This design comes from an exercise in tuning for small area, a short achievable clock period and few clock cycles on the open sky130 flow, not from production work. In this exercise RTL edits were held to simulation tests only and were not proved equivalent to the original.

==> flow/flow/run.sh <==
#!/bin/bash
set -euo pipefail
bash standard.sh SETUP_SLACK_MARGIN=10 finish > flow_make.log 2>&1
==> flow/standard.sh <==
#!/bin/bash
# synth_recipe.tcl (not shown) runs the flow's synth.tcl, then flattens the netlist and writes it again
# the make line also repeats each setting of config.mk as NAME=value (left out here)
make -C /OpenROAD-flow-scripts/flow DESIGN_CONFIG=/design/flow/config.mk WORK_HOME=/design/flow/orfs CLKGATE_MAP_FILE= SYNTH_SCRIPT=/design/flow/synth_recipe.tcl "${@:-finish}"
==> flow/config.mk <==
export PLATFORM = sky130hd
export DESIGN_NAME = hce
export DESIGN_NICKNAME = hce
export VERILOG_FILES = /design/flow/design.v
export SDC_FILE = /design/flow/constraint.sdc
export NUM_CORES = 4
export LEC_CHECK = 0
export ABC_AREA = 1
export CAP_MARGIN = 20
export CORE_MARGIN = 2
export CORE_UTILIZATION = 55
export PLACE_DENSITY = 0.7
export SLEW_MARGIN = 20
export SYNTH_MEMORY_MAX_BITS = 16384
==> flow/constraint.sdc <==
create_clock -name core_clock -period 20.0 [get_ports {clk}]
set_input_delay 4.0000 -clock core_clock [delete_from_list [all_inputs] [get_ports {clk}]]
set_output_delay 4.0000 -clock core_clock [all_outputs]
set_load 0.01 [all_outputs]
==> flow/design.v <==
module hce_sin_quarter (
    input  wire [6:0]  a,
    output reg  [14:0] q
);
    always @(*) begin
        case (a)
            7'd0: q = 15'd0;
            7'd1: q = 15'd804;
            7'd2: q = 15'd1608;
            7'd3: q = 15'd2410;
            7'd4: q = 15'd3212;
            7'd5: q = 15'd4011;
            7'd6: q = 15'd4808;
            7'd7: q = 15'd5602;
            7'd8: q = 15'd6393;
            7'd9: q = 15'd7179;
            7'd10: q = 15'd7962;
            7'd11: q = 15'd8739;
            7'd12: q = 15'd9512;
            7'd13: q = 15'd10278;
            7'd14: q = 15'd11039;
            7'd15: q = 15'd11793;
            7'd16: q = 15'd12539;
            7'd17: q = 15'd13279;
            7'd18: q = 15'd14010;
            7'd19: q = 15'd14732;
            7'd20: q = 15'd15446;
            7'd21: q = 15'd16151;
            7'd22: q = 15'd16846;
            7'd23: q = 15'd17530;
            7'd24: q = 15'd18204;
            7'd25: q = 15'd18868;
            7'd26: q = 15'd19519;
            7'd27: q = 15'd20159;
            7'd28: q = 15'd20787;
            7'd29: q = 15'd21403;
            7'd30: q = 15'd22005;
            7'd31: q = 15'd22594;
            7'd32: q = 15'd23170;
            7'd33: q = 15'd23731;
            7'd34: q = 15'd24279;
            7'd35: q = 15'd24811;
            7'd36: q = 15'd25329;
            7'd37: q = 15'd25832;
            7'd38: q = 15'd26319;
            7'd39: q = 15'd26790;
            7'd40: q = 15'd27245;
            7'd41: q = 15'd27683;
            7'd42: q = 15'd28105;
            7'd43: q = 15'd28510;
            7'd44: q = 15'd28898;
            7'd45: q = 15'd29268;
            7'd46: q = 15'd29621;
            7'd47: q = 15'd29956;
            7'd48: q = 15'd30273;
            7'd49: q = 15'd30571;
            7'd50: q = 15'd30852;
            7'd51: q = 15'd31113;
            7'd52: q = 15'd31356;
            7'd53: q = 15'd31580;
            7'd54: q = 15'd31785;
            7'd55: q = 15'd31971;
            7'd56: q = 15'd32137;
            7'd57: q = 15'd32285;
            7'd58: q = 15'd32412;
            7'd59: q = 15'd32521;
            7'd60: q = 15'd32609;
            7'd61: q = 15'd32678;
            7'd62: q = 15'd32728;
            7'd63: q = 15'd32757;
            7'd64: q = 15'd32767;
            7'd65: q = 15'd32757;
            7'd66: q = 15'd32728;
            7'd67: q = 15'd32678;
            7'd68: q = 15'd32609;
            7'd69: q = 15'd32521;
            7'd70: q = 15'd32412;
            7'd71: q = 15'd32285;
            7'd72: q = 15'd32137;
            7'd73: q = 15'd31971;
            7'd74: q = 15'd31785;
            7'd75: q = 15'd31580;
            7'd76: q = 15'd31356;
            7'd77: q = 15'd31113;
            7'd78: q = 15'd30852;
            7'd79: q = 15'd30571;
            7'd80: q = 15'd30273;
            7'd81: q = 15'd29956;
            7'd82: q = 15'd29621;
            7'd83: q = 15'd29268;
            7'd84: q = 15'd28898;
            7'd85: q = 15'd28510;
            7'd86: q = 15'd28105;
            7'd87: q = 15'd27683;
            7'd88: q = 15'd27245;
            7'd89: q = 15'd26790;
            7'd90: q = 15'd26319;
            7'd91: q = 15'd25832;
            7'd92: q = 15'd25329;
            7'd93: q = 15'd24811;
            7'd94: q = 15'd24279;
            7'd95: q = 15'd23731;
            7'd96: q = 15'd23170;
            7'd97: q = 15'd22594;
            7'd98: q = 15'd22005;
            7'd99: q = 15'd21403;
            7'd100: q = 15'd20787;
            7'd101: q = 15'd20159;
            7'd102: q = 15'd19519;
            7'd103: q = 15'd18868;
            7'd104: q = 15'd18204;
            7'd105: q = 15'd17530;
            7'd106: q = 15'd16846;
            7'd107: q = 15'd16151;
            7'd108: q = 15'd15446;
            7'd109: q = 15'd14732;
            7'd110: q = 15'd14010;
            7'd111: q = 15'd13279;
            7'd112: q = 15'd12539;
            7'd113: q = 15'd11793;
            7'd114: q = 15'd11039;
            7'd115: q = 15'd10278;
            7'd116: q = 15'd9512;
            7'd117: q = 15'd8739;
            7'd118: q = 15'd7962;
            7'd119: q = 15'd7179;
            7'd120: q = 15'd6393;
            7'd121: q = 15'd5602;
            7'd122: q = 15'd4808;
            7'd123: q = 15'd4011;
            7'd124: q = 15'd3212;
            7'd125: q = 15'd2410;
            7'd126: q = 15'd1608;
            7'd127: q = 15'd804;
            default: q = 15'd0;
        endcase
    end
endmodule
module hce_sinq (
    input  wire [1:0]  cls,      
    input  wire [4:0]  i,
    input  wire [3:0]  fc4,
    output wire [14:0] mag,
    output wire        neg,
    output reg  [3:0]  wk
);
    reg [7:0] p0;                
    reg [5:0] pq;                
    reg [3:0] fn;                
    always @(*) begin
        case (i)
            5'd0: p0 = 8'd225;
            5'd1: p0 = 8'd196;
            5'd2: p0 = 8'd169;
            5'd3: p0 = 8'd144;
            5'd4: p0 = 8'd121;
            5'd5: p0 = 8'd100;
            5'd6: p0 = 8'd81;
            5'd7: p0 = 8'd64;
            5'd8: p0 = 8'd49;
            5'd9: p0 = 8'd36;
            5'd10: p0 = 8'd25;
            5'd11: p0 = 8'd16;
            5'd12: p0 = 8'd9;
            5'd13: p0 = 8'd4;
            5'd14: p0 = 8'd1;
            5'd15: p0 = 8'd0;
            5'd16: p0 = 8'd1;
            5'd17: p0 = 8'd4;
            5'd18: p0 = 8'd9;
            5'd19: p0 = 8'd16;
            5'd20: p0 = 8'd25;
            5'd21: p0 = 8'd36;
            5'd22: p0 = 8'd49;
            5'd23: p0 = 8'd64;
            5'd24: p0 = 8'd81;
            5'd25: p0 = 8'd100;
            5'd26: p0 = 8'd121;
            5'd27: p0 = 8'd144;
            5'd28: p0 = 8'd169;
            5'd29: p0 = 8'd196;
            5'd30: p0 = 8'd225;
            5'd31: p0 = 8'd0;
        endcase
        case (i[2:0])
            3'd0: pq = 6'd57;
            3'd1: pq = 6'd52;
            3'd2: pq = 6'd49;
            3'd3: pq = 6'd48;
            3'd4: pq = 6'd49;
            3'd5: pq = 6'd52;
            3'd6: pq = 6'd57;
            3'd7: pq = 6'd0;
        endcase
        case ({fc4, i[3:0]})
            8'd0: fn = 4'd0;
            8'd1: fn = 4'd0;
            8'd2: fn = 4'd0;
            8'd3: fn = 4'd0;
            8'd4: fn = 4'd0;
            8'd5: fn = 4'd0;
            8'd6: fn = 4'd0;
            8'd7: fn = 4'd0;
            8'd8: fn = 4'd0;
            8'd9: fn = 4'd0;
            8'd10: fn = 4'd0;
            8'd11: fn = 4'd0;
            8'd12: fn = 4'd0;
            8'd13: fn = 4'd0;
            8'd14: fn = 4'd0;
            8'd15: fn = 4'd0;
            8'd16: fn = 4'd1;
            8'd17: fn = 4'd2;
            8'd18: fn = 4'd3;
            8'd19: fn = 4'd4;
            8'd20: fn = 4'd5;
            8'd21: fn = 4'd6;
            8'd22: fn = 4'd7;
            8'd23: fn = 4'd8;
            8'd24: fn = 4'd9;
            8'd25: fn = 4'd10;
            8'd26: fn = 4'd11;
            8'd27: fn = 4'd12;
            8'd28: fn = 4'd13;
            8'd29: fn = 4'd14;
            8'd30: fn = 4'd15;
            8'd31: fn = 4'd0;
            8'd32: fn = 4'd2;
            8'd33: fn = 4'd4;
            8'd34: fn = 4'd6;
            8'd35: fn = 4'd8;
            8'd36: fn = 4'd10;
            8'd37: fn = 4'd12;
            8'd38: fn = 4'd14;
            8'd39: fn = 4'd0;
            8'd40: fn = 4'd2;
            8'd41: fn = 4'd4;
            8'd42: fn = 4'd6;
            8'd43: fn = 4'd8;
            8'd44: fn = 4'd10;
            8'd45: fn = 4'd12;
            8'd46: fn = 4'd14;
            8'd47: fn = 4'd0;
            8'd48: fn = 4'd3;
            8'd49: fn = 4'd6;
            8'd50: fn = 4'd9;
            8'd51: fn = 4'd12;
            8'd52: fn = 4'd15;
            8'd53: fn = 4'd2;
            8'd54: fn = 4'd5;
            8'd55: fn = 4'd8;
            8'd56: fn = 4'd11;
            8'd57: fn = 4'd14;
            8'd58: fn = 4'd1;
            8'd59: fn = 4'd4;
            8'd60: fn = 4'd7;
            8'd61: fn = 4'd10;
            8'd62: fn = 4'd13;
            8'd63: fn = 4'd0;
            8'd64: fn = 4'd4;
            8'd65: fn = 4'd8;
            8'd66: fn = 4'd12;
            8'd67: fn = 4'd0;
            8'd68: fn = 4'd4;
            8'd69: fn = 4'd8;
            8'd70: fn = 4'd12;
            8'd71: fn = 4'd0;
            8'd72: fn = 4'd4;
            8'd73: fn = 4'd8;
            8'd74: fn = 4'd12;
            8'd75: fn = 4'd0;
            8'd76: fn = 4'd4;
            8'd77: fn = 4'd8;
            8'd78: fn = 4'd12;
            8'd79: fn = 4'd0;
            8'd80: fn = 4'd5;
            8'd81: fn = 4'd10;
            8'd82: fn = 4'd15;
            8'd83: fn = 4'd4;
            8'd84: fn = 4'd9;
            8'd85: fn = 4'd14;
            8'd86: fn = 4'd3;
            8'd87: fn = 4'd8;
            8'd88: fn = 4'd13;
            8'd89: fn = 4'd2;
            8'd90: fn = 4'd7;
            8'd91: fn = 4'd12;
            8'd92: fn = 4'd1;
            8'd93: fn = 4'd6;
            8'd94: fn = 4'd11;
            8'd95: fn = 4'd0;
            8'd96: fn = 4'd6;
            8'd97: fn = 4'd12;
            8'd98: fn = 4'd2;
            8'd99: fn = 4'd8;
            8'd100: fn = 4'd14;
            8'd101: fn = 4'd4;
            8'd102: fn = 4'd10;
            8'd103: fn = 4'd0;
            8'd104: fn = 4'd6;
            8'd105: fn = 4'd12;
            8'd106: fn = 4'd2;
            8'd107: fn = 4'd8;
            8'd108: fn = 4'd14;
            8'd109: fn = 4'd4;
            8'd110: fn = 4'd10;
            8'd111: fn = 4'd0;
            8'd112: fn = 4'd7;
            8'd113: fn = 4'd14;
            8'd114: fn = 4'd5;
            8'd115: fn = 4'd12;
            8'd116: fn = 4'd3;
            8'd117: fn = 4'd10;
            8'd118: fn = 4'd1;
            8'd119: fn = 4'd8;
            8'd120: fn = 4'd15;
            8'd121: fn = 4'd6;
            8'd122: fn = 4'd13;
            8'd123: fn = 4'd4;
            8'd124: fn = 4'd11;
            8'd125: fn = 4'd2;
            8'd126: fn = 4'd9;
            8'd127: fn = 4'd0;
            8'd128: fn = 4'd8;
            8'd129: fn = 4'd0;
            8'd130: fn = 4'd8;
            8'd131: fn = 4'd0;
            8'd132: fn = 4'd8;
            8'd133: fn = 4'd0;
            8'd134: fn = 4'd8;
            8'd135: fn = 4'd0;
            8'd136: fn = 4'd8;
            8'd137: fn = 4'd0;
            8'd138: fn = 4'd8;
            8'd139: fn = 4'd0;
            8'd140: fn = 4'd8;
            8'd141: fn = 4'd0;
            8'd142: fn = 4'd8;
            8'd143: fn = 4'd0;
            8'd144: fn = 4'd9;
            8'd145: fn = 4'd2;
            8'd146: fn = 4'd11;
            8'd147: fn = 4'd4;
            8'd148: fn = 4'd13;
            8'd149: fn = 4'd6;
            8'd150: fn = 4'd15;
            8'd151: fn = 4'd8;
            8'd152: fn = 4'd1;
            8'd153: fn = 4'd10;
            8'd154: fn = 4'd3;
            8'd155: fn = 4'd12;
            8'd156: fn = 4'd5;
            8'd157: fn = 4'd14;
            8'd158: fn = 4'd7;
            8'd159: fn = 4'd0;
            8'd160: fn = 4'd10;
            8'd161: fn = 4'd4;
            8'd162: fn = 4'd14;
            8'd163: fn = 4'd8;
            8'd164: fn = 4'd2;
            8'd165: fn = 4'd12;
            8'd166: fn = 4'd6;
            8'd167: fn = 4'd0;
            8'd168: fn = 4'd10;
            8'd169: fn = 4'd4;
            8'd170: fn = 4'd14;
            8'd171: fn = 4'd8;
            8'd172: fn = 4'd2;
            8'd173: fn = 4'd12;
            8'd174: fn = 4'd6;
            8'd175: fn = 4'd0;
            8'd176: fn = 4'd11;
            8'd177: fn = 4'd6;
            8'd178: fn = 4'd1;
            8'd179: fn = 4'd12;
            8'd180: fn = 4'd7;
            8'd181: fn = 4'd2;
            8'd182: fn = 4'd13;
            8'd183: fn = 4'd8;
            8'd184: fn = 4'd3;
            8'd185: fn = 4'd14;
            8'd186: fn = 4'd9;
            8'd187: fn = 4'd4;
            8'd188: fn = 4'd15;
            8'd189: fn = 4'd10;
            8'd190: fn = 4'd5;
            8'd191: fn = 4'd0;
            8'd192: fn = 4'd12;
            8'd193: fn = 4'd8;
            8'd194: fn = 4'd4;
            8'd195: fn = 4'd0;
            8'd196: fn = 4'd12;
            8'd197: fn = 4'd8;
            8'd198: fn = 4'd4;
            8'd199: fn = 4'd0;
            8'd200: fn = 4'd12;
            8'd201: fn = 4'd8;
            8'd202: fn = 4'd4;
            8'd203: fn = 4'd0;
            8'd204: fn = 4'd12;
            8'd205: fn = 4'd8;
            8'd206: fn = 4'd4;
            8'd207: fn = 4'd0;
            8'd208: fn = 4'd13;
            8'd209: fn = 4'd10;
            8'd210: fn = 4'd7;
            8'd211: fn = 4'd4;
            8'd212: fn = 4'd1;
            8'd213: fn = 4'd14;
            8'd214: fn = 4'd11;
            8'd215: fn = 4'd8;
            8'd216: fn = 4'd5;
            8'd217: fn = 4'd2;
            8'd218: fn = 4'd15;
            8'd219: fn = 4'd12;
            8'd220: fn = 4'd9;
            8'd221: fn = 4'd6;
            8'd222: fn = 4'd3;
            8'd223: fn = 4'd0;
            8'd224: fn = 4'd14;
            8'd225: fn = 4'd12;
            8'd226: fn = 4'd10;
            8'd227: fn = 4'd8;
            8'd228: fn = 4'd6;
            8'd229: fn = 4'd4;
            8'd230: fn = 4'd2;
            8'd231: fn = 4'd0;
            8'd232: fn = 4'd14;
            8'd233: fn = 4'd12;
            8'd234: fn = 4'd10;
            8'd235: fn = 4'd8;
            8'd236: fn = 4'd6;
            8'd237: fn = 4'd4;
            8'd238: fn = 4'd2;
            8'd239: fn = 4'd0;
            8'd240: fn = 4'd15;
            8'd241: fn = 4'd14;
            8'd242: fn = 4'd13;
            8'd243: fn = 4'd12;
            8'd244: fn = 4'd11;
            8'd245: fn = 4'd10;
            8'd246: fn = 4'd9;
            8'd247: fn = 4'd8;
            8'd248: fn = 4'd7;
            8'd249: fn = 4'd6;
            8'd250: fn = 4'd5;
            8'd251: fn = 4'd4;
            8'd252: fn = 4'd3;
            8'd253: fn = 4'd2;
            8'd254: fn = 4'd1;
            8'd255: fn = 4'd0;
        endcase
    end
    wire [7:0] ps  = {p0[7:4] + fn, p0[3:0]};
    wire [5:0] pb  = {(cls == 2'd1 ? -pq : pq) + {fn, 2'b00}};
    wire [7:0] ph  = (cls == 2'd0) ? ps : {pb, 2'b00};
    assign neg = ph[7];
    hce_sin_quarter u_tab (.a(ph[6:0]), .q(mag));
    always @(*) begin
        if (cls == 2'd0) begin
            if (i < 5'd8)        wk = {1'b0, i[2:0]};
            else if (i >= 5'd24) wk = {1'b0, ~i[2:0]};
            else                 wk = 4'd8;
        end else begin
            case (i[2:0])
                3'd0, 3'd7: wk = 4'd0;
                3'd1, 3'd6: wk = 4'd4;
                default:    wk = 4'd8;
            endcase
        end
    end
endmodule
module hce_div #(
    parameter NS = 5
) (
    input  wire [16:0] d,
    input  wire [16:0] r_in,
    input  wire [14:0] z_in,
    output reg  [16:0] r_out,
    output reg  [14:0] z_out
);
    reg [17:0] sh;
    reg [18:0] t;
    integer s;
    always @(*) begin
        r_out = r_in;
        z_out = z_in;
        for (s = 0; s < NS; s = s + 1) begin
            sh    = {r_out, z_out[14]};
            t     = {1'b0, sh} - {2'b00, d};
            r_out = t[18] ? sh[16:0] : t[16:0];
            z_out = {z_out[13:0], ~t[18]};
        end
    end
endmodule
module hce_wmul (
    input  wire [14:0] mag,
    input  wire        neg,
    input  wire [8:0]  wh,
    output wire [31:0] sh
);
    wire [31:0] m = {17'd0, mag};
    wire [31:0] r0 = ({32{wh[1]}} & ((neg ^ 1'b0) ? ~(m << 11) : (m << 11)))
                    | ({32{wh[2]}} & ((neg ^ 1'b0) ? ~(m << 13) : (m << 13)))
                    | ({32{wh[3]}} & ((neg ^ 1'b0) ? ~(m << 14) : (m << 14)))
                    | ({32{wh[4]}} & ((neg ^ 1'b0) ? ~(m << 15) : (m << 15)))
                    | ({32{wh[5]}} & ((neg ^ 1'b0) ? ~(m << 16) : (m << 16)))
                    | ({32{wh[6]}} & ((neg ^ 1'b0) ? ~(m << 16) : (m << 16)))
                    | ({32{wh[7]}} & ((neg ^ 1'b0) ? ~(m << 16) : (m << 16)))
                    | ({32{wh[8]}} & ((neg ^ 1'b0) ? ~(m << 16) : (m << 16)));
    wire [31:0] r1 = ({32{wh[1]}} & ((neg ^ 1'b0) ? ~(m << 9) : (m << 9)))
                    | ({32{wh[2]}} & ((neg ^ 1'b0) ? ~(m << 11) : (m << 11)))
                    | ({32{wh[3]}} & ((neg ^ 1'b0) ? ~(m << 12) : (m << 12)))
                    | ({32{wh[4]}} & ((neg ^ 1'b1) ? ~(m << 0) : (m << 0)))
                    | ({32{wh[5]}} & ((neg ^ 1'b1) ? ~(m << 14) : (m << 14)))
                    | ({32{wh[6]}} & ((neg ^ 1'b1) ? ~(m << 13) : (m << 13)))
                    | ({32{wh[7]}} & ((neg ^ 1'b1) ? ~(m << 11) : (m << 11)))
                    | ({32{wh[8]}} & ((neg ^ 1'b1) ? ~(m << 1) : (m << 1)));
    wire [31:0] r2 = ({32{wh[1]}} & ((neg ^ 1'b1) ? ~(m << 6) : (m << 6)))
                    | ({32{wh[2]}} & ((neg ^ 1'b1) ? ~(m << 9) : (m << 9)))
                    | ({32{wh[3]}} & ((neg ^ 1'b1) ? ~(m << 8) : (m << 8)))
                    | ({32{wh[5]}} & ((neg ^ 1'b1) ? ~(m << 12) : (m << 12)))
                    | ({32{wh[6]}} & ((neg ^ 1'b1) ? ~(m << 11) : (m << 11)))
                    | ({32{wh[7]}} & ((neg ^ 1'b1) ? ~(m << 9) : (m << 9)));
    wire [31:0] r3 = ({32{wh[1]}} & ((neg ^ 1'b1) ? ~(m << 1) : (m << 1)))
                    | ({32{wh[2]}} & ((neg ^ 1'b1) ? ~(m << 7) : (m << 7)))
                    | ({32{wh[3]}} & ((neg ^ 1'b0) ? ~(m << 2) : (m << 2)))
                    | ({32{wh[5]}} & ((neg ^ 1'b0) ? ~(m << 8) : (m << 8)))
                    | ({32{wh[6]}} & ((neg ^ 1'b0) ? ~(m << 9) : (m << 9)))
                    | ({32{wh[7]}} & ((neg ^ 1'b0) ? ~(m << 6) : (m << 6)));
    wire [31:0] r4 = ({32{wh[2]}} & ((neg ^ 1'b1) ? ~(m << 2) : (m << 2)))
                    | ({32{wh[5]}} & ((neg ^ 1'b1) ? ~(m << 3) : (m << 3)))
                    | ({32{wh[6]}} & ((neg ^ 1'b0) ? ~(m << 7) : (m << 7)));
    wire [31:0] r5 = ({32{wh[2]}} & ((neg ^ 1'b0) ? ~(m << 0) : (m << 0)))
                    | ({32{wh[5]}} & ((neg ^ 1'b0) ? ~(m << 1) : (m << 1)))
                    | ({32{wh[6]}} & ((neg ^ 1'b0) ? ~(m << 0) : (m << 0)));
    wire [2:0]  nn = ({3{wh[1]}} & (neg ? 3'd2 : 3'd2))
                    | ({3{wh[2]}} & (neg ? 3'd3 : 3'd3))
                    | ({3{wh[3]}} & (neg ? 3'd3 : 3'd1))
                    | ({3{wh[4]}} & (neg ? 3'd1 : 3'd1))
                    | ({3{wh[5]}} & (neg ? 3'd3 : 3'd3))
                    | ({3{wh[6]}} & (neg ? 3'd4 : 3'd2))
                    | ({3{wh[7]}} & (neg ? 3'd2 : 3'd2))
                    | ({3{wh[8]}} & (neg ? 3'd1 : 3'd1));
    assign sh = r0 + r1 + r2 + r3 + r4 + r5 + {29'd0, nn};
endmodule
module hce (
    input  wire        clk,
    input  wire        rst,
    input  wire        bus_wr,
    input  wire        bus_rd,
    input  wire [7:0]  bus_addr,
    input  wire [31:0] bus_wdata,
    output reg  [31:0] bus_rdata,
    output wire        bus_err,
    output wire        out_valid,
    input  wire        out_ready,
    output wire [15:0] out_data,
    output wire        out_last,
    output wire        irq
);
    localparam [2:0] S_IDLE = 3'd0, S_BUSY = 3'd1, S_STREAM = 3'd2, S_DONE = 3'd3, S_ERROR = 3'd4;
    localparam [3:0] OP_ENCODE = 4'd1, OP_SYNTH = 4'd2, OP_START = 4'd3, OP_ABORT = 4'd4,
                     OP_CLEAR = 4'd5;
    reg [2:0]  state;
    reg [1:0]  lastcmd;
    reg        code_valid, wave_valid, rej, aborted;
    reg [1:0]  err_lo;             
    reg        err_1x, err_2x;
    reg [1:0]  errcmd;
    reg [1:0]  ien;
    reg [31:0] mode, fc, interval, duration, volume, waddr;
    reg [19:0] msg;
    reg [19:0] msg_l;              
    reg [3:0]  fc4;                
    reg [18:0] nrep;
    reg [31:0] nsamp, pos;
    reg [26:0] gap;                
    function [26:0] ham20;
        input [19:0] d;
        reg [24:0] c;
        integer p, k, i;
        begin
            k = 0;
            c = 25'd0;
            for (p = 1; p <= 25; p = p + 1) begin
                if (p != 1 && p != 2 && p != 4 && p != 8 && p != 16) begin
                    c[p-1] = d[k];
                    k = k + 1;
                end
            end
            for (i = 0; i < 5; i = i + 1) begin
                for (p = 1; p <= 25; p = p + 1) begin
                    if (((p >> i) & 1) == 1 && p != (1 << i))
                        c[(1 << i) - 1] = c[(1 << i) - 1] ^ c[p-1];
                end
            end
            ham20 = {c[0] ^ c[8] ^ c[16] ^ c[24],
                     c[0] ^ c[4] ^ c[8] ^ c[12] ^ c[16] ^ c[20] ^ c[24],
                     c};
        end
    endfunction
    wire [26:0] code_l = ham20(msg_l);
    function [1:0] kcode;
        input [1:0] cls;
        input [2:0] f;
        begin
            if (cls == 2'd0 || f[0] == 1'b0)             kcode = 2'd0;
            else if (f[1] != f[2])                       kcode = 2'd1;      
            else if ((f[2] == 1'b1) == (cls == 2'd1))    kcode = 2'd2;
            else                                         kcode = 2'd3;
        end
    endfunction
    function [16:0] k2;                        
        input [1:0] kc;
        begin
            case (kc)
                2'd0:    k2 = 17'd131068;
                2'd1:    k2 = 17'd125424;
                2'd2:    k2 = 17'd121092;
                default: k2 = 17'd61784;
            endcase
        end
    endfunction
    function [31:0] peakv;
        input [1:0] kc;
        begin
            case (kc)
                2'd0:    peakv = 32'd2147352578;
                2'd1:    peakv = 32'd2054884104;
                2'd2:    peakv = 32'd1983910782;
                default: peakv = 32'd1012238164;
            endcase
        end
    endfunction
    function [15:0] wval;
        input [3:0] wk;
        begin
            case (wk)
                4'd0: wval = 16'd0;
                4'd1: wval = 16'd2494;
                4'd2: wval = 16'd9597;
                4'd3: wval = 16'd20228;
                4'd4: wval = 16'd32767;
                4'd5: wval = 16'd45306;
                4'd6: wval = 16'd55937;
                4'd7: wval = 16'd63040;
                default: wval = 16'd65534;
            endcase
        end
    endfunction
    assign bus_err = (bus_wr || bus_rd) && ((bus_addr[1:0] != 2'b00) || (bus_addr > 8'h54));
    wire   wr_ok   = bus_wr && !bus_err;
    wire        waddr_wr = wr_ok && (bus_addr[6:2] == 5'h11);
    wire [31:0] waddr_n  = waddr_wr ? bus_wdata : waddr;
    wire [1:0]  wa_cls   = (waddr_n[5] == 1'b0) ? 2'd0 : (waddr_n[3] == 1'b0 ? 2'd1 : 2'd2);
    wire [14:0] wa_mag;
    wire        wa_neg;
    wire [3:0]  wa_wk;
    hce_sinq u_wsin (.cls(wa_cls), .i(waddr_n[5] ? {2'b00, waddr_n[2:0]} : waddr_n[4:0]), .fc4(fc4),
                     .mag(wa_mag), .neg(wa_neg), .wk(wa_wk));
    reg  [14:0] wd_mag;
    reg         wd_neg, wd_ok;
    reg  [8:0]  wd_wh;
    always @(posedge clk) begin
        wd_mag <= wa_mag;
        wd_neg <= wa_neg;
        wd_wh  <= 9'd1 << wa_wk;
        wd_ok  <= (waddr_n[31:6] == 26'd0) && (waddr_n[5:4] != 2'b11);
    end
    wire [31:0] wd_sh;
    hce_wmul u_wmul (.mag(wd_mag), .neg(wd_neg), .wh(wd_wh), .sh(wd_sh));
    wire [31:0] wdata   = (wave_valid && wd_ok) ? wd_sh : 32'd0;
    wire [31:0] pk_low  = wave_valid ? peakv(kcode(2'd1, fc4[2:0])) : 32'd0;
    wire [31:0] pk_high = wave_valid ? peakv(kcode(2'd2, fc4[2:0])) : 32'd0;
    wire [31:0] pk_sync = wave_valid ? 32'd2147352578 : 32'd0;
    reg  [7:0]  jj;                
    reg         in_gap;
    reg  [26:0] gcnt;              
    reg         t_v;               
    reg  [14:0] t_q;
    reg         t_neg;
    wire        silent   = in_gap || (jj[7:3] == 5'd0);
    assign out_valid     = (state == S_STREAM) && (silent || t_v);
    assign out_data      = silent ? 16'd0 : (t_neg ? -{1'b0, t_q} : {1'b0, t_q});
    wire [31:0] pos_inc  = pos + 32'd1;
    assign out_last      = (pos_inc == nsamp);
    wire        emit     = out_valid && out_ready;
    wire        consume  = emit && !silent;
    assign irq = (ien[0] && state == S_DONE) || (ien[1] && state == S_ERROR);
    reg         run;               
    reg  [7:0]  ic;                
    wire        adv = !t_v || consume;
    wire [1:0]  n_cls = (ic < 8'd32) ? 2'd0 : (code_l[ic[7:3] - 5'd4] ? 2'd2 : 2'd1);
    wire [4:0]  n_i   = (ic < 8'd32) ? ic[4:0] : {2'b00, ic[2:0]};
    reg         i0_v, s1_v, s2_v, s3_v, s4_v, d1_v, d2_v, d3_v, d4_v;
    reg  [1:0]  i0_cls;
    reg  [4:0]  i0_i;
    reg  [1:0]  i0_kc, s1_kc, s2_kc, s3_kc, s4_kc, d1_kc, d2_kc, d3_kc, d4_kc;
    reg         s1_neg, s2_neg, s3_neg, s4_neg, d1_neg, d2_neg, d3_neg, d4_neg;
    reg  [14:0] s1_mag;
    reg  [3:0]  s1_wk, s2_wk;
    reg  [30:0] s2_x;
    reg  [46:0] s3_y;
    reg  [31:0] s4_z;
    reg  [16:0] d1_r, d2_r, d3_r, d4_r;
    reg  [14:0] d1_z, d2_z, d3_z, d4_z;
    wire [14:0] i_mag;
    wire        i_neg;
    wire [3:0]  i_wk;
    hce_sinq u_ssin (.cls(i0_cls), .i(i0_i), .fc4(fc4), .mag(i_mag), .neg(i_neg), .wk(i_wk));
    wire [47:0] y    = {s3_y, 1'b0};
    wire [32:0] zs   = {1'b0, y[47:16]} + {17'd0, y[15:0]};
    wire [17:0] zt   = {1'b0, zs[32:16]} + {2'b00, zs[15:0]};
    wire [1:0]  zc   = (zt >= 18'd131070) ? 2'd2 : (zt >= 18'd65535) ? 2'd1 : 2'd0;
    wire [16:0] s3_k2 = k2(s3_kc);
    wire [31:0] z    = y[47:16] + {15'd0, zs[32:16]} + {30'd0, zc} + {16'd0, s3_k2[16:1]};
    wire [16:0] dv1_r, dv2_r, dv3_r, dv4_r, dv5_r;
    wire [14:0] dv1_z, dv2_z, dv3_z, dv4_z, dv5_z;
    hce_div #(.NS(3)) u_d1 (.d(k2(s4_kc)), .r_in(s4_z[31:15]), .z_in(s4_z[14:0]), .r_out(dv1_r), .z_out(dv1_z));
    hce_div #(.NS(3)) u_d2 (.d(k2(d1_kc)), .r_in(d1_r), .z_in(d1_z), .r_out(dv2_r), .z_out(dv2_z));
    hce_div #(.NS(3)) u_d3 (.d(k2(d2_kc)), .r_in(d2_r), .z_in(d2_z), .r_out(dv3_r), .z_out(dv3_z));
    hce_div #(.NS(3)) u_d4 (.d(k2(d3_kc)), .r_in(d3_r), .z_in(d3_z), .r_out(dv4_r), .z_out(dv4_z));
    hce_div #(.NS(3)) u_d5 (.d(k2(d4_kc)), .r_in(d4_r), .z_in(d4_z), .r_out(dv5_r), .z_out(dv5_z));
    always @(posedge clk) begin
        if (adv) begin
            i0_cls <= n_cls;
            i0_i   <= n_i;
            i0_kc  <= kcode(n_cls, fc4[2:0]);
            s1_mag <= i_mag;
            s1_neg <= i_neg;
            s1_wk  <= i_wk;
            s1_kc  <= i0_kc;
            s2_x   <= volume[15:0] * s1_mag;
            s2_neg <= s1_neg;
            s2_wk  <= s1_wk;
            s2_kc  <= s1_kc;
            s3_y   <= s2_x * wval(s2_wk);
            s3_neg <= s2_neg;
            s3_kc  <= s2_kc;
            s4_z   <= z;
            s4_neg <= s3_neg;
            s4_kc  <= s3_kc;
            d1_r   <= dv1_r;
            d1_z   <= dv1_z;
            d1_neg <= s4_neg;
            d1_kc  <= s4_kc;
            d2_r   <= dv2_r;
            d2_z   <= dv2_z;
            d2_neg <= d1_neg;
            d2_kc  <= d1_kc;
            d3_r   <= dv3_r;
            d3_z   <= dv3_z;
            d3_neg <= d2_neg;
            d3_kc  <= d2_kc;
            d4_r   <= dv4_r;
            d4_z   <= dv4_z;
            d4_neg <= d3_neg;
            d4_kc  <= d3_kc;
            t_q    <= dv5_z;
            t_neg  <= d4_neg;
        end
    end
    reg         b_nrep;            
    reg         b_up;
    reg  [32:0] b_a;
    reg  [32:0] b_d;
    reg  [4:0]  b_k;
    reg  [1:0]  b_op;              
    wire [33:0] b_sub  = b_up ? {b_d, 1'b0} : {1'b0, b_d};
    wire [34:0] b_t    = {2'b00, b_a} - {1'b0, b_sub};
    wire        b_fit  = !b_t[34];
    wire [31:0] per    = 32'd256 + {5'd0, gap};
    wire        busy   = (state == S_BUSY);
    reg [31:0] rd_other;
    always @(*) bus_rdata = (bus_addr[6:2] == 5'h12) ? wdata : rd_other;
    always @(*) begin
        case (bus_addr[6:2])
            5'h01:   rd_other = {20'd0, 2'b00, lastcmd, aborted, rej, wave_valid, code_valid, 1'b0, state};
            5'h02:   rd_other = {20'd0, 2'b00, errcmd, 2'b00, err_2x, err_1x, 2'b00, err_lo};
            5'h03:   rd_other = {30'd0, ien};
            5'h04:   rd_other = mode;
            5'h05:   rd_other = {12'd0, msg};
            5'h06:   rd_other = fc;
            5'h07:   rd_other = interval;
            5'h08:   rd_other = duration;
            5'h09:   rd_other = volume;
            5'h0A:   rd_other = code_valid ? {5'd0, code_l} : 32'd0;
            5'h0B:   rd_other = busy ? 32'd0 : {13'd0, nrep};
            5'h0C:   rd_other = busy ? 32'd0 : nsamp;
            5'h0D:   rd_other = pos;
            5'h0E:   rd_other = pk_sync;
            5'h0F:   rd_other = pk_low;
            5'h10:   rd_other = pk_high;
            5'h11:   rd_other = waddr;
            5'h13:   rd_other = 32'd16;
            5'h14:   rd_other = 32'd4;
            5'h15:   rd_other = 32'd8;
            default: rd_other = 32'd0;
        endcase
    end
    reg [2:0] st;
    reg [3:0] op;
    reg       clr_res;
    always @(posedge clk) begin
        if (rst) begin
            state      <= S_IDLE;
            lastcmd    <= 2'd0;
            code_valid <= 1'b0;
            wave_valid <= 1'b0;
            rej        <= 1'b0;
            aborted    <= 1'b0;
            err_lo     <= 2'd0;
            err_1x     <= 1'b0;
            err_2x     <= 1'b0;
            errcmd     <= 2'd0;
            ien        <= 2'd0;
            mode       <= 32'd0;
            msg        <= 20'd0;
            fc         <= 32'd19500;
            interval   <= 32'd500;
            duration   <= 32'd30000;
            volume     <= 32'd52428;
            waddr      <= 32'd0;
            nrep       <= 19'd0;
            nsamp      <= 32'd0;
            pos        <= 32'd0;
            run        <= 1'b0;
            t_v        <= 1'b0;
            i0_v       <= 1'b0;
            s1_v       <= 1'b0;
            s2_v       <= 1'b0;
            s3_v       <= 1'b0;
            s4_v       <= 1'b0;
            d1_v       <= 1'b0;
            d2_v       <= 1'b0;
            d3_v       <= 1'b0;
            d4_v       <= 1'b0;
        end else begin
            st = state;
            clr_res = 1'b0;
            if (adv) begin
                i0_v <= run;
                s1_v <= i0_v;
                s2_v <= s1_v;
                s3_v <= s2_v;
                s4_v <= s3_v;
                d1_v <= s4_v;
                d2_v <= d1_v;
                d3_v <= d2_v;
                d4_v <= d3_v;
                t_v  <= d4_v;
                if (run) ic <= (ic == 8'd247) ? 8'd0 : ic + 8'd1;
            end
            case (state)
            S_BUSY: begin
                if (b_op != 2'd3) begin
                    if (b_op == 2'd1) code_valid <= 1'b1;
                    else              wave_valid <= 1'b1;
                    st = S_DONE;
                end else if (b_up) begin
                    if (b_fit) begin
                        b_d <= {b_d[31:0], 1'b0};
                        b_k <= b_k + 5'd1;
                    end else begin
                        b_up <= 1'b0;
                    end
                end else begin
                    if (b_fit) b_a <= b_t[32:0];
                    b_d <= {1'b0, b_d[32:1]};
                    b_k <= b_k - 5'd1;
                    if (!b_nrep) begin
                        gap <= {gap[25:0], b_fit};
                    end else begin
                        nrep  <= {nrep[17:0], b_fit};
                        nsamp <= {nsamp[30:0], 1'b0} + ((b_fit && b_k < 5'd18) ? per : 32'd0);
                    end
                    if (b_k == 5'd0) begin
                        if (!b_nrep) begin
                            b_nrep <= 1'b1;
                            b_up   <= 1'b1;
                            b_a    <= {1'b0, duration};
                            b_d    <= {1'b0, interval} + 33'd16000;
                            b_k    <= 5'd0;
                        end else if (nrep[17:0] == 18'd0 && !b_fit) begin
                            err_2x <= 1'b1;
                            err_lo <= 2'd3;
                            errcmd <= lastcmd;
                            run    <= 1'b0;
                            st = S_ERROR;
                        end else begin
                            code_valid <= 1'b1;
                            wave_valid <= 1'b1;
                            pos        <= 32'd0;
                            jj         <= 8'd0;
                            in_gap     <= 1'b0;
                            st = S_STREAM;
                        end
                    end
                end
            end
            S_STREAM: begin
                if (emit) begin
                    pos <= pos_inc;
                    if (in_gap) begin
                        if (gcnt == 27'd1) begin
                            in_gap <= 1'b0;
                            jj     <= 8'd0;
                        end else begin
                            gcnt <= gcnt - 27'd1;
                        end
                    end else begin
                        jj <= jj + 8'd1;
                        if (jj == 8'd255 && gap != 27'd0) begin
                            in_gap <= 1'b1;
                            gcnt   <= gap;
                        end
                    end
                    if (out_last) begin
                        run <= 1'b0;
                        st = S_DONE;
                    end
                end
            end
            default: ;
            endcase
            if (wr_ok) begin
                case (bus_addr[6:2])
                5'h00: begin
                    op = bus_wdata[3:0];
                    if (bus_wdata[31:4] != 28'd0 || op > OP_CLEAR) begin
                        rej <= 1'b1;
                    end else if (op == OP_ENCODE || op == OP_SYNTH || op == OP_START) begin
                        if (st == S_IDLE || st == S_DONE) begin
                            clr_res    = 1'b1;
                            aborted    <= 1'b0;
                            lastcmd    <= op[1:0];
                            msg_l      <= msg;
                            fc4        <= fc[3:0];
                            if (mode != 32'd0) begin
                                err_1x <= 1'b1;
                                err_2x <= 1'b0;
                                err_lo <= 2'd2;
                                errcmd <= op[1:0];
                                st = S_ERROR;
                            end else if (op == OP_START && volume[31:16] != 16'd0) begin
                                err_1x <= 1'b1;
                                err_2x <= 1'b0;
                                err_lo <= 2'd1;
                                errcmd <= op[1:0];
                                st = S_ERROR;
                            end else begin
                                b_op   <= op[1:0];
                                b_nrep <= 1'b0;
                                b_up   <= 1'b1;
                                b_a    <= {interval, 1'b0};
                                b_d    <= 33'd125;
                                b_k    <= 5'd0;
                                gap    <= 27'd0;
                                if (op == OP_START) begin
                                    run  <= 1'b1;
                                    ic   <= 8'd0;
                                    t_v  <= 1'b0;
                                    i0_v <= 1'b0;
                                    s1_v <= 1'b0;
                                    s2_v <= 1'b0;
                                    s3_v <= 1'b0;
                                    s4_v <= 1'b0;
                                    d1_v <= 1'b0;
                                    d2_v <= 1'b0;
                                    d3_v <= 1'b0;
                                    d4_v <= 1'b0;
                                end
                                st = S_BUSY;
                            end
                        end else begin
                            rej <= 1'b1;
                        end
                    end else if (op == OP_ABORT) begin
                        if (st == S_BUSY || st == S_STREAM) begin
                            aborted <= 1'b1;
                            clr_res = 1'b1;
                            run     <= 1'b0;
                            st = S_IDLE;
                        end
                    end else if (op == OP_CLEAR) begin
                        if (st == S_BUSY || st == S_STREAM) begin
                            rej <= 1'b1;
                        end else begin
                            err_lo  <= 2'd0;
                            err_1x  <= 1'b0;
                            err_2x  <= 1'b0;
                            errcmd  <= 2'd0;
                            rej     <= 1'b0;
                            aborted <= 1'b0;
                            st = S_IDLE;
                        end
                    end
                end
                5'h03: ien   <= bus_wdata[1:0];
                5'h11: waddr <= bus_wdata;
                5'h04, 5'h05, 5'h06, 5'h07, 5'h08, 5'h09: begin
                    if (st == S_BUSY || st == S_STREAM) begin
                        rej <= 1'b1;
                    end else begin
                        case (bus_addr[6:2])
                        5'h04: mode     <= bus_wdata;
                        5'h05: msg      <= bus_wdata[19:0];
                        5'h06: fc       <= bus_wdata;
                        5'h07: interval <= bus_wdata;
                        5'h08: duration <= bus_wdata;
                        default: volume <= bus_wdata;
                        endcase
                    end
                end
                default: ;
                endcase
            end
            if (clr_res) begin
                code_valid <= 1'b0;
                wave_valid <= 1'b0;
                nrep       <= 19'd0;
                nsamp      <= 32'd0;
                pos        <= 32'd0;
            end
            state <= st;
        end
    end
endmodule
==> implementation parameters <==
Parameter                              Value

Run status
  Result of the run  no timing/DRC/antenna violations

Worst hold path
  Kind of path behind the tightest hold check    reg -> reg
  Worst min-delay path startpoint    d2_z[12]

Setup path
  Slowest cell on crit path    sky130_fd_sc_hd__fa_1
  Reg2Reg Setup Slack    11050 ps
  CP Capture Type    output pin
  CP Data Arrival Time    6870 ps
  Setup crit start    wd_neg
  Critical path launch point type    flop
  CP bufs+invs    8
  Cell occurring most often along the worst timing path    sky130_fd_sc_hd__fa_1
  Crit-path max FO    8
  Classification of the worst setup path    reg -> out
  Cell family with most CP delay    adder cells
  Crit-path max cell delay    610 ps
  Critical path data required time    16000 ps
  Startpoint of the lowest-slack register-to-register path    d3_kc[0]

Yosys
  Top cells by area in the synthesized netlist    sky130_fd_sc_hd__fa_1 16%, sky130_fd_sc_hd__edfxtp_1 16%, sky130_fd_sc_hd__nand2_1 9.6%, sky130_fd_sc_hd__ha_1 9.5%, sky130_fd_sc_hd__inv_1 8.6%
  Total of flip-flops plus latches after synthesis    833
  Total of warnings raised by yosys    4
  Mapped cell area    89650 sq um
  Avg Inst Size Synth    7.526 sq um
  Sequential area share after synthesis    0.2385
  Library cell with the highest instance count after synthesis    sky130_fd_sc_hd__nand2_1
  Post-synth top flop    sky130_fd_sc_hd__edfxtp_1
  Top cell type's share of synthesized area    0.1635
  Share of flip-flops with an asynchronous set or reset after synthesis    0
  Cell type with the largest total area after synthesis    sky130_fd_sc_hd__fa_1
  Mapped Nets    13370
  Commonest cells post-synth    2287 x sky130_fd_sc_hd__nand2_1, 2046 x sky130_fd_sc_hd__inv_1, 1157 x sky130_fd_sc_hd__nor2_1, 876 x sky130_fd_sc_hd__o21ai_0, 855 x sky130_fd_sc_hd__a21oi_1
  Number of synthesized flops with an enable pin    470
  Count of distinct cell types in the synthesized netlist    74
  Cells after Synth    11910

STA
  Max-Slew Margin vs Limit    0.1416
  Final critical-path setup slack    9129 ps
  Unrepaired setup endpoints after global routing    yes
  Worst-Margin Slew    1288 ps
  Max-slew violation count    0
  Minimum clock period after layout    10870 ps
  Max Fclk    0.09199 GHz
  Final clock period utilization by the worst path    0.5435
  Final number of setup-violating endpoints    0
  Setup TNS Final    0 ps
  Number of hold violations in the final report    0
  Clock Skews    35.58 ps

Route
  Number of remaining DRC errors    0
  Overall via count from detail_route    86410
  Detail Route Antenna Nets    0
  Post-DR vias/cell    6.031
  Initial DRC count    10410
  DRT Wirelength    335400 um
  Number of detailed-route iterations in the first pass    7
  Wire length per cell after detailed routing    23.41 um

Layout
  Final design instance area without fill    101300 sq um
  Filler cells    14360
  Layout cells sized above 1    0.08970
  Final Net Count    13510
  Area grow syn2layout    12.95%
  Share of the core filled with cells    0.6235

Clock tree
  Maximum buffer depth of the clock tree    3
  Clock tree from TritonCTS    built
  CTS Root Cell    sky130_fd_sc_hd__clkbuf_16
  Inserted Clock Buffers    100
  Clk slew on worst S/H paths    60 ps
  Number of hold buffers added after CTS    0
  Level count of the clock H-tree    3
  Source-to-sink clock delay at the later pin of the worst-skew pair    780 ps
  Number of sinks driven by the clock tree    833

Place
  Weighted congestion at the end of routability-driven global placement    1.059
  Placed standard-cell area    92750 sq um
  Placement-stage worst setup slack    7497 ps
  # port buffers    96
  Placed wire-length estimate    258500 um

Flow run
  Count of max-cap constraint violations    0

Die
  Overall die area    166200 sq um
  Vertical die dimension    407.7 um
  I/O pin total    97
  Site row count    148
  Die outline width    407.7 um
  Core box area    162400 sq um
  Effective utilization at floorplan    0.5520

GRT
  Vias in the first global route    83270
  Total track usage    0.3965
  Global-route wire length before repair    506900 um
  Largest net degree at the start of global routing    127
  Global route overflow    0
  Initial antenna violation count    23
==> layer usage <==
metal | wire (um) | part of all wire | global-route usage | up-vias
met5 | 114 | 0.00034 | 0 | -
met4 | 13760 | 0.041 | 0.1476 | 16
li1 | - | - | - | 39260
met3 | 38420 | 0.11 | 0.09639 | 780
met1 | 140900 | 0.42 | 0.5588 | 41580
met2 | 142300 | 0.42 | 0.5895 | 4785
==> final timing paths <==
| path | end | cells after the start |
|---|---|---|
| max | bus_rdata[29] | 29 |
| min | d3_r[0] | 0 |
| max reg2reg | d4_r[10] | 41 |
| min reg2reg | d3_r[0] | 0 |
==> cell type report <==
class | instances | area (sq um) | area share
antenna | 11 | 27.53 | 0.0002718
inverter | 2103 | 8138 | 0.08036
clock buffer | 122 | 2806 | 0.02771
multi-input combinational | 8559 | 61130 | 0.6037
timing repair buffer | 453 | 4189 | 0.04137
clock inverter | 67 | 820.8 | 0.008106
timing repair inverter | 4 | 31.28 | 0.0003089
sequential | 833 | 21400 | 0.2113
tap | 2175 | 2721 | 0.02687
==> registers in the layout, indices dropped and copies added (netlist names), 30 cells and up, named ones only <==
signal / cells
s3_y: 47
b_a: 33
b_d: 33
duration: 32
fc: 32
interval: 32
mode: 32
nsamp: 32
pos: 32
volume: 32
waddr: 32
s2_x: 31
s4_z: 30
==> cell usage in the layout, fill, tap and decap left out, drive strengths merged, types with 139 or more instances in the layout <==
cell type  instances
a21oi            855
buf              387
dfxtp            363
edfxtp           470
fa               732
ha               680
inv             2070
nand2           2302
nand3            392
nor2            1167
o211ai           139
o21ai            905
xnor2            172
xor2             240
==> per-stage QoR <==
stage	hold slack [ps]	std cells
detailed placement	404.5	13900
finish	412.7	14330
floorplan	400.3	11910
global route	426.0	14320
global placement	400.6	13900
CTS	409.7	14260
==> cells by family (layout without fill, tap and decap cells) <==
logic type,count (synthesis),in the layout,share of synthesized area
simple gates,4261,4263,0.1951
buf+inv,2522,2749,0.1073
compound gates,2455,2455,0.1584
fa+ha+maj,1412,1412,0.2584
flops,833,833,0.2385
xor+xnor,413,413,0.04050
mux,16,16,0.001828
other cells,0,11,0
==> worst register-to-register path, delay by kind of cell (launching register included) <==
kind | cells | cell delay [ps]
buf+inv | 4 | 1410
simple gates | 23 | 2870
fa+ha+maj | 4 | 1640
compound gates | 10 | 2290
flops | 1 | 460
==> repair_timing <==
item                                   in CTS  in global routing
endpoints found under the hold margin       0                  0
setup endpoints to repair                  42                 47
pin swaps                                 131                 94
gates resized for setup                   691                151
buffers inserted                          164                 51
cloned                                     12                  2
Testbench counts, summed over its fixed seeds: cycles 12,189.

[static timing again, ports no longer ideal]
The flow's constraints put no driver on any port. The routed layout listed below was extracted and timed again, unchanged, in two steps. Step 1 sets driving cells, clkbuf_16 on the clock port and buf_2 on the other inputs (assumed; they add their load-dependent delay and slew). Step 2, shift: input delay + t, output delay - t, t = (earliest + latest rising clock arrival at the registers) / 2. This alone moves slack from input paths to output paths. Slacks: ideal / step 1 / step 2; pairs: ideal / step 1.
t, ns: 0.863
setup slack, ns: 9.129 / 9.030 / 9.486
worst setup path at the end: input to output
After both steps this run still meets setup and hold. The setup slack of this run moves by -0.099 ns with the drivers and by +0.357 ns with both steps.
